What follows belongs to an exercise in optimizing a design on an open flow for small area, a short achievable clock period and few clock cycles per item; a production flow would make more cautious choices.
Only the layout flow was run in this run; the RTL was not checked for function there.
Power and IR drop assume default switching activity.

===== flow/config.mk =====
export PLATFORM = sky130hd
export DESIGN_NAME = olidx_voice_codec
export DESIGN_NICKNAME = olidx_voice_codec
export VERILOG_FILES = /design/flow/design.v
export SDC_FILE = /design/flow/constraint.sdc
export NUM_CORES = 4
export LEC_CHECK = 0
export ABC_CLOCK_PERIOD_IN_PS = 2500
export CAP_MARGIN = 20
export CORE_MARGIN = 2
export CORE_UTILIZATION = 40
export PLACE_DENSITY = 0.6
export SETUP_SLACK_MARGIN = 5
export SLEW_MARGIN = 20

===== flow/constraint.sdc =====
create_clock -name core_clock -period 9.0 [get_ports {clk}]
set_input_delay 1.8000 -clock core_clock [delete_from_list [all_inputs] [get_ports {clk}]]
set_output_delay 1.8000 -clock core_clock [all_outputs]
set_load 0.01 [all_outputs]

===== flow/design.v =====
module olidx_voice_codec (
    input  wire       clk,
    input  wire       rst,         
    input  wire       in_valid,
    output wire       in_ready,
    input  wire [7:0] in_data,
    input  wire       in_unpack,   
    output wire       out_valid,
    input  wire       out_ready,
    output wire [7:0] out_data,
    output wire       out_last,
    output wire [6:0] out_chk
);
    function automatic dec_cons(input m, input v, input [4:0] s);
        begin
            if (!m)           dec_cons = !(v && s == 5'd29);
            else if (!v)      dec_cons = !(s == 5'd11 || s == 5'd14 || s == 5'd17 || s == 5'd20);
            else              dec_cons = !(s == 5'd9 || s == 5'd15 || s == 5'd16);
        end
    endfunction
    function automatic dec_prod(input m, input v, input s0, input [4:0] s);
        begin
            if (!m && !v)     dec_prod = !((s0 && s <= 5'd3) || (s >= 5'd16 && s <= 5'd19));
            else              dec_prod = 1'b1;
        end
    endfunction
    reg        mode;        
    reg        nmode;       
    reg        f;           
    reg  [2:0] sec;         
    reg  [4:0] k;           
    reg  [7:0] r0, r1, r2, r3;    
    reg  [2:0] hb;                
    reg  [3:0] ht;                
    reg  [7:0] o_data;
    reg        o_v, o_last, o_new;
    reg  [6:0] ck;
    reg  [7:0] s_data;
    reg        s_v, s_last;
    reg        rdy;
    wire voice = (sec == 3'd6);
    wire first = (sec == 3'd0) && (k == 5'd0);
    wire m     = first ? nmode : mode;       
    wire lastb = voice && (k == (m ? 5'd28 : 5'd29));
    wire cons  = dec_cons(m, voice, k);
    wire prod  = dec_prod(m, voice, sec == 3'd0, k);
    wire need  = cons || (m && (voice ? (k == 5'd9 || k == 5'd15 || k == 5'd16)
                                       : (k == 5'd11 || k == 5'd14 || k == 5'd17)));
    wire send  = voice ? (k == (m ? 5'd28 : 5'd29)) : (k == 5'd20);
    wire inlast = voice && (k == 5'd28);      
    wire go1   = cons ? rdy : !s_v;               
    wire go0   = !cons && !need && !s_v;          
    wire go    = in_valid ? go1 : go0;
    wire push1 = go1 && prod;
    wire push0 = go0 && prod;
    wire ld_o  = !o_v || out_ready;
    wire [2:0] sec_a  = send ? (voice ? 3'd0 : sec + 3'd1) : sec;
    wire [4:0] k_a    = send ? 5'd0 : k + 5'd1;
    wire       v_a    = (sec_a == 3'd6);
    wire       f_a    = (sec_a == 3'd0) && (k_a == 5'd0);
    wire       cons_a = f_a || dec_cons(m, v_a, k_a);
    wire       prod_a = f_a || dec_prod(m, v_a, sec_a == 3'd0, k_a);
    wire       cons_c = first || cons;
    wire       prod_c = first || prod;
    wire       f1     = f ? 1'b0 : (go1 && inlast);
    wire       f0     = f;
    wire       fa1    = f_a && f1;       
    wire       fc1    = first && f1;
    wire       fc0    = first && f0;
    wire sv11 = !s_v && push1 && lastb;
    wire sv01 = !s_v && push0 && lastb;
    wire sv10 = s_v ? o_v : (push1 && (lastb || o_v));
    wire sv00 = s_v ? o_v : (push0 && (lastb || o_v));
    wire c1 = go1 ? (cons_a && !fa1) : (cons_c && !fc1), p1 = go1 ? prod_a : prod_c;
    wire c0 = go0 ? cons_a : (cons_c && !fc0),           p0 = go0 ? prod_a : prod_c;
    wire r11 = c1 && (!p1 || !sv11);
    wire r10 = c1 && (!p1 || !sv10);
    wire r01 = c0 && (!p0 || !sv01);
    wire r00 = c0 && (!p0 || !sv00);
    wire ov1 = s_v || (push1 && !lastb);
    wire ov0 = s_v || (push0 && !lastb);
    wire on1 = push1 && !lastb && !s_v;
    wire on0 = push0 && !lastb && !s_v;
    reg s_v_n, rdy_n, o_v_n, o_new_n;
    always @* begin
        case ({in_valid, out_ready})
            2'b11: begin s_v_n = sv11; rdy_n = r11; o_v_n = ov1;         o_new_n = on1; end
            2'b10: begin s_v_n = sv10; rdy_n = r10; o_v_n = o_v || ov1;  o_new_n = on1 && !o_v; end
            2'b01: begin s_v_n = sv01; rdy_n = r01; o_v_n = ov0;         o_new_n = on0; end
            default: begin s_v_n = sv00; rdy_n = r00; o_v_n = o_v || ov0; o_new_n = on0 && !o_v; end
        endcase
    end
    wire [6:0] ck_sub = (o_last ? 7'd0 : ck) - s_data[6:0];
    wire [6:0] ck_new = ck - o_data[6:0];
    wire [6:0] ck1 = s_v ? ck_sub : o_new ? ck_new : (o_v && o_last) ? 7'd0 : ck;
    wire [6:0] ck0 = (s_v && !o_v) ? ck_sub : o_new ? ck_new : ck;
    reg  [1:0] wi;          
    reg        we;          
    reg  [7:0] wd;          
    always @* begin
        wi = k[1:0];
        we = 1'b1;
        wd = in_data;
        if (!voice) begin
            case (k)
                5'd11: we = 1'b0;
                5'd12: begin wi = 2'd3; wd = {4'b0, in_data[1:0], ht[1:0]}; end
                5'd13: we = 1'b0;
                5'd14: we = 1'b0;
                5'd15: begin wi = 2'd0; wd = {3'b0, in_data[2:0], ht[1:0]}; end
                5'd16: wi = 2'd1;
                5'd17: we = 1'b0;
                5'd18: begin wi = 2'd2; wd = {2'b0, in_data[4:0], ht[0]}; end
                5'd19: wi = 2'd3;
                5'd20: we = 1'b0;
                default: ;
            endcase
        end else begin
            case (k)
                5'd8:  wd = {3'b0, in_data[4:0]};
                5'd9:  we = 1'b0;
                5'd10: begin wi = 2'd1; wd = {4'b0, in_data[0], ht[2:0]}; end
                5'd11, 5'd12, 5'd13, 5'd14: wi = k[1:0] - 2'd1;
                5'd15: we = 1'b0;
                5'd16: we = 1'b0;
                5'd17: begin wi = 2'd2; wd = {1'b0, in_data[2:0], ht[3:0]}; end
                5'd29: we = 1'b0;
                default: if (k >= 5'd18) wi = k[1:0] + 2'd1;
            endcase
        end
    end
    wire wr = go && we && (first || !m);
    always @(posedge clk) begin
        if (wr && wi == 2'd0) r0 <= wd;
        if (wr && wi == 2'd1) r1 <= wd;
        if (wr && wi == 2'd2) r2 <= wd;
        if (wr && wi == 2'd3) r3 <= wd;
        if (m && !voice && k == 5'd13) r0 <= in_data;    
        if (!voice && k == 5'd13) hb <= in_data[2:0];
        if (voice ? (k == 5'd9 || k == 5'd15) : (k == 5'd11 || k == 5'd14 || k == 5'd17))
            ht[2:0] <= in_data[2:0];
        if (voice && k == 5'd16)
            ht[3:1] <= in_data[2:0];
    end
    reg [7:0] rk;
    always @* begin
        case (k[1:0])
            2'd0: rk = r0;
            2'd1: rk = r1;
            2'd2: rk = r2;
            default: rk = r3;
        endcase
    end
    reg [7:0] b;
    always @* begin
        b = in_data;
        if (first) begin
            b = in_data;
        end else if (!mode) begin
            b = (!voice && k == 5'd20) ? {1'b0, in_data[3:0], hb} : rk;
        end else if (!voice) begin
            case (k)
                5'd11: b = {6'b0, in_data[1:0]};
                5'd12: b = {6'b0, in_data[3:2]};
                5'd13: b = {5'b0, in_data[2:0]};
                5'd14: b = {6'b0, in_data[1:0]};
                5'd15: b = {5'b0, in_data[4:2]};
                5'd17: b = {7'b0, in_data[0]};
                5'd18: b = {3'b0, in_data[5:1]};
                5'd20: b = {4'b0, r0[6:3]};
                default: b = in_data;
            endcase
        end else begin
            case (k)
                5'd8:  b = {3'b0, in_data[4:0]};
                5'd9:  b = {5'b0, in_data[2:0]};
                5'd10: b = {7'b0, in_data[3]};
                5'd15: b = {7'b0, in_data[0]};
                5'd16: b = {5'b0, in_data[3:1]};
                5'd17: b = {5'b0, in_data[6:4]};
                default: b = in_data;
            endcase
        end
    end
    always @(posedge clk) begin
        if (go && first)
            mode <= nmode;
        if (f && in_valid)
            nmode <= in_unpack;
        if (rst) begin
            f     <= 1'b1;
            sec   <= 3'd0;
            k     <= 5'd0;
            rdy   <= 1'b0;
            s_v   <= 1'b0;
            o_v   <= 1'b0;
            o_new <= 1'b0;
            ck    <= 7'd0;
        end else begin
            f     <= in_valid ? f1 : f0;
            if (go) begin
                sec <= sec_a;
                k   <= k_a;
            end
            rdy   <= rdy_n;
            s_v   <= s_v_n;
            o_v   <= o_v_n;
            o_new <= o_new_n;
            ck    <= out_ready ? ck1 : ck0;
        end
    end
    always @(posedge clk) begin
        if (ld_o) begin
            o_data <= s_v ? s_data : b;
            o_last <= s_v && s_last;
        end
        if (!s_v) begin
            s_data <= b;
            s_last <= lastb;
        end
    end
    assign in_ready  = rdy;
    assign out_valid = o_v;
    assign out_data  = o_data;
    assign out_last  = o_last;
    assign out_chk   = ck;
endmodule

===== flow/flow/run.sh =====
#!/bin/bash
# Standard ORFS layout (the standard.sh) with a tighter timing-repair
# target, no footprint restriction on resizing and plain buffers on the ports.
# The full make output goes to standard.log in this folder.
bash standard.sh SETUP_SLACK_MARGIN=6.0 MATCH_CELL_FOOTPRINT=0 'BUFFER_PORTS_ARGS=-buffer_cell sky130_fd_sc_hd__buf_2'  finish > standard.log 2>&1

===== flow/standard.sh =====
#!/bin/bash
# synth_recipe.tcl (not shown) runs the flow's synth.tcl, then flattens the netlist and writes it again
# the make line also repeats each setting of config.mk as NAME=value (left out here)
make -C /OpenROAD-flow-scripts/flow DESIGN_CONFIG=/design/flow/config.mk WORK_HOME=/design/flow/orfs CLKGATE_MAP_FILE= SYNTH_SCRIPT=/design/flow/synth_recipe.tcl "${@:-finish}"

==> run summary <==
cell type report:
class | count | area, µm²
Fill cell | 1143 | 6280
Inverter | 28 | 114
Clock buffer | 9 | 225
Tap cell | 172 | 215
Timing Repair Buffer | 62 | 495
Clock inverter | 6 | 68.8
Sequential cell | 79 | 2110
Multi-Input combinational cell | 425 | 3160
worst paths after layout:
check / to / slack, ns
setup / recovery: r1[5] / 5.94
hold / removal: s_data[7] / 0.48
hold reg to reg: s_data[7] / 0.48
setup reg to reg: r1[5] / 5.94
power groups by stage:
| stage | registers (mW) | clock network (mW) | logic [mW] |
|---|---|---|---|
| finish | 0.467 | 0.373 | 0.429 |
| global route | 0.473 | 0.392 | 0.468 |
| CTS | 0.467 | 0.380 | 0.400 |
| detailed placement | 0.473 | 0 | 0.349 |
| global placement | 0.474 | 0 | 0.343 |
| floorplan | 0.470 | 0 | 0.256 |
logic make-up (layout without fill, tap and decap cells):
logic type | count (synthesis) | after routing | synth area share
buf+inv | 63 | 105 | 0.0480
flops | 79 | 79 | 0.401
mux | 13 | 13 | 0.0274
compound gates | 183 | 183 | 0.254
xor+xnor | 15 | 15 | 0.0252
fa+ha+maj | 19 | 19 | 0.0485
simple gates | 195 | 195 | 0.195
flip-flops by register name, indices dropped and copies added, names as in the netlist, 3 cells and up:
signal,flops
ck,7
o_data,8
r0,8
r1,8
ht,4
r3,8
sec,3
k,5
hb,3
s_data,8
r2,8
layout by cell type, fill, tap and decap left out, types with 5 or more instances in the layout:
cell       count
nand2_1       44
nor3_1        13
nor2b_1       12
a221oi_1      13
ha_1          12
a31oi_1        5
a22oi_1       14
a222oi_1      12
dfxtp_1       23
o21ai_1        5
xor2_1         5
buf_2         24
o211ai_1       5
nand3_1        9
and2_1         8
ha_4           5
xnor2_1       10
or3_1          7
clkbuf_16     10
nand3b_1       5
a211oi_1       8
a21o_1         6
edfxtp_1      51
mux2_2        10
nor2_1        50
a21oi_1       39
inv_1         25
nand2b_1       6
buf_4         26
o21ai_0       23
what timing repair did:
item / 4_1_cts / 5_1_grt
pin swaps: 19 / 17
endpoints found under the setup margin: 90 / 48
hold endpoints to repair: 0 / 0
gates cloned: 1 / 0
gates resized for setup: 40 / 28
buffers inserted: 22 / 7
critical path: cells and delay by family, from the launching register on:
family	cells	cell delay [ns]
flops	1	0.41
buf+inv	2	0.34
simple gates	3	0.63
fa+ha+maj	1	0.22
compound gates	4	1.16
layer usage:
| layer | wire, µm | track usage | share of wire |
|---|---|---|---|
| met5 | 0 | 0 | 0 |
| met4 | 416 | 0.0791 | 0.027 |
| met3 | 1250 | 0.0468 | 0.080 |
| met2 | 7350 | 0.371 | 0.47 |
| met1 | 6550 | 0.294 | 0.42 |
==> flow_summary.toml <==
[critical_path]
crit_chain = "clkinvlp_4, ha_4, nor4b_4, buf_4, a21bo_4, a211o_1, nor3b_4, o31a_1, a211oi_2, and3_4"
start_kind = "flip-flop"
endpoint_kind = "flip-flop"
path_class = "reg2reg"
cp.required_ns = 9.06
arrival_ns = 3.12
cp_max_fo = 8
reg2reg_depth = 10
cp-startpoint = "k[0]"
crit_slowest_cell = "dfxtp_4"
r2r-start = "k[0]"
max_stage_delay_ns = 0.41

[placement]
dp_worst_setup_slack_ns = 5.11
globalplace.congestion = 0.937
hpwl_mm = 10.5
place_area_um2 = 5530
io_buffers = 30
dp.cells = 736

[timing]
slew_viol_final = 0
hold_slack_ns = 0.479
finClkSkew_ns = 0.00380
grt_setup_unrepaired = "yes"
fmax_mhz = 326
fin_setup_tns_ns = 0
period_minus_slack_ns = 3.06
period_share = 0.340
tightestPinTransition_ns = 0.774
setup_violations = 0
relSlewSlack = 0.484
fin_ws_ns = 5.94
hold_violations = 0

[logic_synthesis]
yosysMostFrequentCell = "nor2_1"
ys.flop_type = "edfxtp_1"
netlist.area_leader.share = 0.294
avgSynthCellArea_um2 = 9.20
syn_nets = 599
ys_seq_elements = 79
synth_edf_count = 51
yosysTopAreaCell = "edfxtp_1"
syn_area_um2 = 5210
yosysSeqAreaShare = 0.401
synthCells = 567
ys_types = 79
ys_top_cells_by_count = "nor2_1, edfxtp_1, nand2_1"
netlist_top_cells_area = "edfxtp_1, dfxtp_1, ha_1"
yosysWarnings = 1
async_flop_share = 0

[drt]
vias_per_cell = 6.18
drc = 0
totalWireLength_mm = 15.6
drt_iter0_drc = 557
wl_per_cell_um = 19.9
dr.pass1.iters = 8
ant_nets = 0
vias = 4823

[cts]
numCtsBuffers = 9
root_buffer = "clkbuf_16"
cts_sinks = 79
cts_max_level = 3
path_clk_slew_ns = 0.06
cts_tree = "built"
clk_latency_ns = 0.35
cts_hold_buf = 0
cts_buffer_depth = 2

[final_layout]
final_util = 0.504
synthToLayoutAreaGrowth_pct = 22.5
n_antenna_cell = 0
fin_area_um2 = 6390
stdcell_count = 781
layout.nets = 637
drive_gt1_frac = 0.236

[worst_hold_path]
min_from = "s_data[7]"
whs_path_depth = 2
min_path_type = "reg2reg"

[job]
cap_violations = 0

[global_route]
grt_first_pass_wirelength_mm = 25.0
grt_overflow = 0
antenna_found_initial = 0
grt_max_degree = 25
grt_use_total = 0.226
grt_pass1_vias = 4664

[floorplan]
die_area_um2 = 14000
io_pins = 31
core_area_um2 = 12700
initial_core_util = 0.411
rows = 41
die_x_um = 118
die_h_um = 118

[power]
seqPwrFrac = 0.368
powerDensity_nw_per_um2 = 199
switching_share = 0.336
p_sw_mw = 0.426
power.leakage_nw = 2.41
power.internal_mw = 0.842
ir_worst_vdd_mv = 0.0805
combPwrFrac = 0.338
p_clk_frac = 0.294
total_power_mw = 1.27

[outcome]
status = "complete, no violations"

==> static timing again, ports no longer ideal <==
How much do the figures lean on ideal ports? The routed layout below was timed once more, with nothing changed but the port constraints.
Step 1 (the two cells are an assumption about what drives the block):
set clk [get_ports {clk}]
set_driving_cell -lib_cell sky130_fd_sc_hd__clkbuf_16 $clk
set_driving_cell -lib_cell sky130_fd_sc_hd__buf_2 [delete_from_list [all_inputs] $clk]
Step 2 adds t to the input delays and takes it off the output delays; t is the mean of the earliest and latest rising clock arrival at the registers after step 1. Input paths then give back, and output paths get back, about the clock's delay inside the block.
a / b / c = ideal / step 1 / step 2; a / b = the first two.
t, ns: 0.391
setup WS [ns]: 5.936 / 5.936 / 5.567
worst setup path at the end: input to register
slew at the worst register clock pin (ns): 0.06 / 0.06
After both steps this run still meets setup and hold. The setup slack of this run moves by 0.000 ns with the drivers and by -0.369 ns with both steps.
